What follows belongs to an exercise in optimizing a design on an open flow for small area and a short achievable clock period; a production flow would make more cautious choices.
In this exercise RTL edits were held to simulation tests only and were not proved equivalent to the original.
Power is estimated from default activity; no workload was simulated.

== the reference run ==
==> flow/design.v <==
module vm5f_core (
    input  wire         clk,
    input  wire         rst,             
    input  wire         rx_valid,
    input  wire [7:0]   rx_data,
    input  wire         rx_last,
    output wire         rx_ready,
    output reg          rsp_valid,
    output wire [2:0]   rsp_err,
    output wire [7:0]   rsp_addr,
    output wire [7:0]   rsp_cmd,
    output wire [7:0]   rsp_len,
    output wire [7:0]   rsp_chk,
    output wire [7:0]   rsp_chk_calc,
    output reg          rsp_chk_ok,
    output reg          rsp_tag,
    output reg  [2:0]   last_err,
    input  wire         enc_valid,
    output reg          enc_ready,
    input  wire [7:0]   enc_cmd,
    input  wire [7:0]   enc_addr,
    input  wire [4:0]   enc_n,
    input  wire [207:0] enc_payload,     
    output reg          tx_valid,
    output reg  [7:0]   tx_data,
    output reg          tx_last,
    input  wire         tx_ready,
    output reg          refused,
    input  wire         tick,            
    input  wire         ovr_n,           
    output reg          act,             
    output reg  [1:0]   ls,
    output reg  [3:0]   fifo_count,
    output reg  [7:0]   cur_ant,
    output reg  [15:0]  cur_pc,
    output reg  [95:0]  cur_epc
);
    localparam [7:0] HEAD        = 8'hA0;
    localparam       NSLOT       = 11;
    localparam [6:0] POLL_MS     = 7'd100;
    localparam [11:0] RELOCK_MS  = 12'd4000;
    localparam [1:0] LS_IDLE    = 2'd0;
    localparam [1:0] LS_ENGAGED = 2'd1;
    localparam [1:0] LS_WAIT    = 2'd2;
    localparam [1:0] LS_RELOCK  = 2'd3;
    localparam [2:0] E_OK        = 3'd0;
    localparam [2:0] E_TOOSHORT  = 3'd1;
    localparam [2:0] E_BADHEADER = 3'd2;
    localparam [2:0] E_LENGTH    = 3'd3;
    reg  [4:0]   p;             
    reg          hdr_ok;        
    reg          len_bad;       
    reg  [4:0]   len;           
    reg  [7:0]   addr;
    reg  [7:0]   cmd;
    reg  [7:0]   nsum;          
    reg  [7:0]   bq;            
    reg          aq;            
    reg  [7:0]   chk;           
    reg          got_chk;       
    reg  [1:0]   ls_n;          
    reg          rdy;           
    wire         pend = !rdy;
    wire         rx_acc    = rx_valid && rdy;
    wire         chunk_end = rx_acc && rx_last;
    wire         p0     = (p == 5'd0);
    wire         p_ge2  = (p[4:1] != 4'd0);
    wire         is_chk = p_ge2 && !got_chk && ({1'b0, p} == {1'b0, len} + 6'd1);
    wire         in_sum = !p_ge2 || !(got_chk || is_chk);
    reg  [2:0]   n_err;
    always @(*) begin
        if (p < 5'd4)
            n_err = E_TOOSHORT;
        else if (!hdr_ok)
            n_err = E_BADHEADER;
        else if (len_bad || !(got_chk || is_chk))
            n_err = E_LENGTH;
        else
            n_err = E_OK;
    end
    wire         n_tag   = (n_err == E_OK) && (len >= 5'd18);
    wire         new_tag = chunk_end && n_tag;
    wire [7:0]   nsum_all = nsum - (aq ? bq : 8'd0);
    always @(posedge clk) begin
        if (rst) begin
            p <= 5'd0;
        end else if (rx_acc) begin
            p <= rx_last ? 5'd0 : (p == 5'd31) ? p : p + 5'd1;
        end
        if (rx_acc) begin
            if (p0) begin
                hdr_ok  <= (rx_data == HEAD);
                got_chk <= 1'b0;
            end
            if (p == 5'd1) begin
                len_bad <= (rx_data < 8'd3) || (rx_data > 8'd30);
            end
            if (is_chk)
                got_chk <= 1'b1;
        end
        bq   <= rx_data;
        aq   <= rx_acc && in_sum;
        nsum <= (rx_acc && p0) ? 8'd0 : nsum_all;
    end
    always @(posedge clk) begin
        if (rst) begin
            rsp_valid <= 1'b0;
            last_err  <= E_OK;
        end else begin
            rsp_valid <= chunk_end;
            if (chunk_end)
                last_err <= n_err;
        end
    end
    wire [4:0]   len_d;
    wire [7:0]   addr_d, cmd_d, chk_d;
    wire [1:0]   rsp_d;
    wire         ld_len  = rx_acc && (p == 5'd1);
    wire         ld_addr = rx_acc && (p == 5'd2);
    wire         ld_cmd  = rx_acc && (p == 5'd3);
    wire         ld_chk  = rx_acc && is_chk;
    vm5f_hold #(.W(5)) u_len  (.d(rx_data[4:0]), .q(len),  .en(ld_len),  .en_n(!ld_len),  .y(len_d));
    vm5f_hold #(.W(8)) u_addr (.d(rx_data),      .q(addr), .en(ld_addr), .en_n(!ld_addr), .y(addr_d));
    vm5f_hold #(.W(8)) u_cmd  (.d(rx_data),      .q(cmd),  .en(ld_cmd),  .en_n(!ld_cmd),  .y(cmd_d));
    vm5f_hold #(.W(8)) u_chk  (.d(rx_data),      .q(chk),  .en(ld_chk),  .en_n(!ld_chk),  .y(chk_d));
    vm5f_hold #(.W(2)) u_rsp  (.d({(is_chk ? rx_data : chk) == nsum_all, n_tag}),
                               .q({rsp_chk_ok, rsp_tag}),
                               .en(chunk_end), .en_n(!chunk_end), .y(rsp_d));
    always @(posedge clk) begin
        len  <= len_d;
        addr <= addr_d;
        cmd  <= cmd_d;
        chk  <= chk_d;
        {rsp_chk_ok, rsp_tag} <= rsp_d;
    end
    assign rsp_err      = last_err;
    assign rsp_addr     = addr;
    assign rsp_cmd      = cmd;
    assign rsp_len      = {3'b000, len};
    assign rsp_chk      = chk;
    assign rsp_chk_calc = nsum;
    assign rx_ready     = rdy;
    reg  [NSLOT*120-1:0] mem;   
    integer s, b;   
    reg  [3:0]   wr;
    reg  [3:0]   rd;
    wire want_push = new_tag || pend;
    wire do_push   = want_push && (fifo_count != 4'd10);
    wire do_pop    = (ls == LS_IDLE) && (fifo_count != 4'd0);
    wire pend_next = want_push && (fifo_count == 4'd10);
    wire [3:0] rd_n = !do_pop ? rd : (rd == NSLOT - 1) ? 4'd0 : rd + 4'd1;
    wire [3:0] cnt_k = do_pop ? fifo_count - 4'd1 : fifo_count;    
    wire [3:0] cnt_p = do_pop ? fifo_count : fifo_count + 4'd1;    
    reg  [3:0]   wq_slot;
    reg  [4:0]   wq_pos;
    always @(posedge clk) begin
        wq_slot <= wr;
        wq_pos  <= rst ? 5'd0 : p;
    end
    wire [NSLOT*15-1:0]  we;
    wire [NSLOT*120-1:0] mem_d;
    genvar gw, gb, gk;
    generate
        for (gw = 0; gw < NSLOT; gw = gw + 1) begin : g_ws
            for (gb = 0; gb < 15; gb = gb + 1) begin : g_wb
                assign we[15*gw + gb] = (wq_slot == gw) && (wq_pos == gb + 4);
                for (gk = 0; gk < 8; gk = gk + 1) begin : g_wk
                    vm5f_hold #(.W(1)) u_hold (
                        .d(bq[gk]), .q(mem[120*gw + 8*gb + gk]),
                        .en(we[15*gw + gb]), .en_n(!we[15*gw + gb]),
                        .y(mem_d[120*gw + 8*gb + gk]));
                end
            end
        end
    endgenerate
    always @(posedge clk)
        mem <= mem_d;
    always @(posedge clk) begin
        if (rst)
            rdy <= 1'b1;
        else
            rdy <= !pend_next;
    end
    always @(posedge clk) begin
        if (rst) begin
            wr         <= 4'd0;
            rd         <= 4'd0;
            fifo_count <= 4'd0;
        end else begin
            if (do_push)
                wr <= (wr == NSLOT - 1) ? 4'd0 : wr + 4'd1;
            rd <= rd_n;
            fifo_count <= do_push ? cnt_p : cnt_k;
        end
    end
    reg  [NSLOT-1:0] rsel;
    reg              rhold;
    wire             idle_n = rst || (ls_n == LS_IDLE);
    always @(posedge clk) begin
        for (s = 0; s < NSLOT; s = s + 1)
            rsel[s] <= idle_n && ((rst ? 4'd0 : rd_n) == s);
        rhold <= !idle_n;
    end
    wire [119:0] cur  = {cur_ant, cur_pc, cur_epc};
    wire [119:0] cur_d;
    wire [11:0]  csel = {rhold, rsel};
    genvar gc, gi;
    generate
        for (gc = 0; gc < 120; gc = gc + 1) begin : g_cur
            wire [11:0] cand;
            for (gi = 0; gi < NSLOT; gi = gi + 1) begin : g_c
                assign cand[gi] = mem[120*gi + 8*(14 - gc/8) + gc%8];
            end
            assign cand[11] = cur[gc];
            vm5f_sel12 u_sel (.d(cand), .s(csel), .y(cur_d[gc]));
        end
    endgenerate
    always @(posedge clk) begin
        cur_ant <= cur_d[119:112];
        cur_pc  <= cur_d[111:96];
        cur_epc <= cur_d[95:0];
    end
    reg  [11:0]  cnt;
    wire         cnt_zero = (cnt == 12'd0);
    always @(*) begin
        ls_n = ls;
        case (ls)
            LS_IDLE:    if (do_pop) ls_n = LS_ENGAGED;
            LS_ENGAGED: ls_n = LS_WAIT;
            LS_WAIT:    if (cnt_zero && !ovr_n) ls_n = LS_RELOCK;
            LS_RELOCK:  if (cnt_zero) ls_n = LS_IDLE;
        endcase
    end
    always @(posedge clk) begin
        if (rst) begin
            ls  <= LS_IDLE;
            act <= 1'b0;
        end else begin
            ls  <= ls_n;
            act <= (ls_n != LS_IDLE);
        end
        case (ls)
            LS_ENGAGED: cnt <= 12'd0;
            LS_WAIT: begin
                if (cnt_zero)
                    cnt <= ovr_n ? {5'd0, POLL_MS} : RELOCK_MS;
                else if (tick)
                    cnt <= cnt - 12'd1;
            end
            LS_RELOCK: begin
                if (!cnt_zero && tick)
                    cnt <= cnt - 12'd1;
            end
            default: ;
        endcase
    end
    reg  [4:0]   e_idx;         
    reg  [7:0]   e_nsum;        
    wire [4:0]   nx_idx  = e_idx + 5'd1;
    wire [4:0]   pl_idx  = e_idx - 5'd3;    
    wire [7:0]   nx_nsum = e_nsum - tx_data;
    reg  [4:0]   n_q;           
    wire         nx_last = (pl_idx == n_q);
    wire [28:0]  e_oh;
    genvar ge;
    generate
        for (ge = 0; ge < 29; ge = ge + 1) begin : g_eoh
            assign e_oh[ge] = (e_idx == ge);
        end
    endgenerate
    reg  [7:0]   nx_body;
    integer k;
    always @(*) begin
        nx_body = (({3'b000, n_q} + 8'd3) & {8{e_oh[0]}})
                | (enc_addr & {8{e_oh[1]}})
                | (enc_cmd  & {8{e_oh[2]}});
        for (k = 0; k < 26; k = k + 1)
            nx_body = nx_body | (enc_payload[8*k +: 8] & {8{e_oh[k+3]}});
    end
    wire [7:0]   nx_data = nx_last ? nx_nsum : nx_body;
    wire take_req  = enc_ready && enc_valid;
    wire busy_next = tx_valid ? !(tx_ready && tx_last) : (take_req && enc_n <= 5'd26);
    always @(posedge clk) begin
        if (rst) begin
            tx_valid  <= 1'b0;
            enc_ready <= 1'b1;
            refused   <= 1'b0;
        end else begin
            tx_valid  <= busy_next;
            enc_ready <= !busy_next && !pend_next;
            if (take_req && enc_n > 5'd26)
                refused <= 1'b1;
        end
        if (!tx_valid) begin
            n_q     <= enc_n;
            tx_data <= HEAD;
            tx_last <= 1'b0;
            e_idx   <= 5'd0;
            e_nsum  <= 8'd0;
        end else if (tx_ready) begin
            tx_data <= nx_data;
            tx_last <= nx_last;
            e_idx   <= nx_idx;
            e_nsum  <= nx_nsum;
        end
    end
endmodule
module vm5f_hold #(parameter W = 8) (
    input  wire [W-1:0] d,
    input  wire [W-1:0] q,
    input  wire         en,
    input  wire         en_n,
    output wire [W-1:0] y
);
    assign y = (d & {W{en}}) | (q & {W{en_n}});
endmodule
module vm5f_sel12 (
    input  wire [11:0] d,
    input  wire [11:0] s,
    output wire        y
);
    wire [3:0] t;
    genvar i;
    generate
        for (i = 0; i < 4; i = i + 1) begin : g_aoi
            vm5f_aoi222 u_aoi (.d(d[3*i +: 3]), .s(s[3*i +: 3]), .y_n(t[i]));
        end
    endgenerate
    vm5f_nand4 u_nand (.a(t), .y(y));
endmodule
module vm5f_aoi222 (
    input  wire [2:0] d,
    input  wire [2:0] s,
    output wire       y_n
);
    assign y_n = ~|(d & s);
endmodule
module vm5f_nand4 (
    input  wire [3:0] a,
    output wire       y
);
    assign y = ~&a;
endmodule
Settings: LEC_CHECK=0, CAP_MARGIN=20, CORE_MARGIN=2, CORE_UTILIZATION=40, SLEW_MARGIN=20, SYNTH_HIERARCHICAL=1, SYNTH_MINIMUM_KEEP_SIZE=0; clock period 10.0 ns.
standard.sh (not shown) runs the stock make flow with config.mk's settings and CLKGATE_MAP_FILE= SYNTH_SCRIPT=/design/flow/synth_recipe.tcl, a recipe that flattens the netlist after the stock synthesis.
==> flow/flow/run.sh <==
#!/bin/bash
# Standard ORFS layout, with plain buffers on the ports, a clock tree with
# larger sink clusters and no dummy loads, and repair_timing aiming further
# below the clock period.
set -euo pipefail
bash standard.sh "BUFFER_PORTS_ARGS=-buffer_cell sky130_fd_sc_hd__buf_2" \
  "CTS_ARGS=-sink_clustering_enable -repair_clock_nets -sink_clustering_size 25 -sink_clustering_max_diameter 80 -buf_list sky130_fd_sc_hd__clkbuf_16 -dont_use_dummy_load" \
  SETUP_SLACK_MARGIN=6.5 finish > standard_flow.log 2>&1
#### Input delta (the trial run over the reference run)
-- flow/design.v --
<<< the reference run, line 152
    wire [3:0] cnt_k = do_pop ? fifo_count - 4'd1 : fifo_count;    
    wire [3:0] cnt_p = do_pop ? fifo_count : fifo_count + 4'd1;    
    reg  [3:0]   wq_slot;
    reg  [4:0]   wq_pos;
    always @(posedge clk) begin
        wq_slot <= wr;
        wq_pos  <= rst ? 5'd0 : p;
    end
    wire [NSLOT*15-1:0]  we;
    wire [NSLOT*120-1:0] mem_d;
>>> the trial run, line 152
    wire [3:0] cnt_k = do_pop ? fifo_count - 4'd1 : fifo_count;    
    wire [3:0] cnt_p = do_pop ? fifo_count : fifo_count + 4'd1;    
    wire [NSLOT*15-1:0]  we;
    wire [NSLOT*120-1:0] mem_d;
<<< the reference run, line 164
        for (gw = 0; gw < NSLOT; gw = gw + 1) begin : g_ws
            for (gb = 0; gb < 15; gb = gb + 1) begin : g_wb
                assign we[15*gw + gb] = (wq_slot == gw) && (wq_pos == gb + 4);
                for (gk = 0; gk < 8; gk = gk + 1) begin : g_wk
                    vm5f_hold #(.W(1)) u_hold (
                        .d(bq[gk]), .q(mem[120*gw + 8*gb + gk]),
                        .en(we[15*gw + gb]), .en_n(!we[15*gw + gb]),
                        .y(mem_d[120*gw + 8*gb + gk]));
>>> the trial run, line 158
        for (gw = 0; gw < NSLOT; gw = gw + 1) begin : g_ws
            for (gb = 0; gb < 15; gb = gb + 1) begin : g_wb
                assign we[15*gw + gb] = (wr == gw) && (p == gb + 4);
                for (gk = 0; gk < 8; gk = gk + 1) begin : g_wk
                    vm5f_hold #(.W(1)) u_hold (
                        .d(rx_data[gk]), .q(mem[120*gw + 8*gb + gk]),
                        .en(we[15*gw + gb]), .en_n(!we[15*gw + gb]),
                        .y(mem_d[120*gw + 8*gb + gk]));
<<< the reference run, line 203
    end
    wire [119:0] cur  = {cur_ant, cur_pc, cur_epc};
    wire [119:0] cur_d;
    wire [11:0]  csel = {rhold, rsel};
    genvar gc, gi;
    generate
        for (gc = 0; gc < 120; gc = gc + 1) begin : g_cur
            wire [11:0] cand;
            for (gi = 0; gi < NSLOT; gi = gi + 1) begin : g_c
                assign cand[gi] = mem[120*gi + 8*(14 - gc/8) + gc%8];
            end
            assign cand[11] = cur[gc];
            vm5f_sel12 u_sel (.d(cand), .s(csel), .y(cur_d[gc]));
        end
    endgenerate
    always @(posedge clk) begin
        cur_ant <= cur_d[119:112];
>>> the trial run, line 197
    end
    wire [119:0] cur  = {cur_ant, cur_pc, cur_epc};
    reg  [119:0] cur_d;
    always @(*) begin
        cur_d = cur & {120{rhold}};
        for (s = 0; s < NSLOT; s = s + 1)
            for (b = 0; b < 15; b = b + 1)
                cur_d[119 - 8*b -: 8] = cur_d[119 - 8*b -: 8] | (mem[120*s + 8*b +: 8] & {8{rsel[s]}});
    end
    always @(posedge clk) begin
        cur_ant <= cur_d[119:112];
<<< the reference run, line 315
    assign y = (d & {W{en}}) | (q & {W{en_n}});
endmodule
module vm5f_sel12 (
    input  wire [11:0] d,
    input  wire [11:0] s,
    output wire        y
);
    wire [3:0] t;
    genvar i;
    generate
        for (i = 0; i < 4; i = i + 1) begin : g_aoi
            vm5f_aoi222 u_aoi (.d(d[3*i +: 3]), .s(s[3*i +: 3]), .y_n(t[i]));
        end
    endgenerate
    vm5f_nand4 u_nand (.a(t), .y(y));
endmodule
module vm5f_aoi222 (
    input  wire [2:0] d,
    input  wire [2:0] s,
    output wire       y_n
);
    assign y_n = ~|(d & s);
endmodule
module vm5f_nand4 (
    input  wire [3:0] a,
    output wire       y
);
    assign y = ~&a;
endmodule
>>> the trial run, line 303
    assign y = (d & {W{en}}) | (q & {W{en_n}});
endmodule
Findings:
The reference run fits on a die that is smaller than the die of the trial run.
The trial run finished every step from synthesis to the final layout, and the layout passed the timing, design-rule and antenna checks.
Comparing the trial run and the reference run, sequential share of the synthesized area is lower on the trial run.
The trial run has worst setup timing slack at the placement stage above what the reference run had.
Summary of the trial run over the reference run: power went up, power in sequential cells went down, count of placed standard cells in the final layout, fillers left out went up.
Minimum setup slack in the final design ends up higher on the trial run.

-- what the ideal ports hide --
Ports are ideal in the flow. The routed layouts listed here were re-timed in OpenROAD. Step 1, drivers: a clkbuf_16 drives clk and a buf_2 each remaining input, both assumed. Step 2 moves the port delays by t, midway between the first and last clock arrival at a register: inputs arrive t later, outputs are due t later. That takes back most of the time a late clock gives input paths. Slacks: ideal / step 1 / step 2; pairs: ideal / step 1.
run | t, ns | slack for setup (ns) | hold slack, ns | slew at the worst register clock pin (ns)
the reference run | 0.752 | 6.517 / 6.453 / 5.701 | 0.418 / 0.418 / 0.418 | 0.10 / 0.10
the trial run | 0.758 | 6.529 / 6.472 / 5.826 | 0.433 / 0.433 / 0.433 | 0.10 / 0.10
After both steps every run listed still meets setup and hold. For the reference run, which loses most, drivers alone change the setup slack by -0.064 ns; drivers and shift together by -0.816 ns.
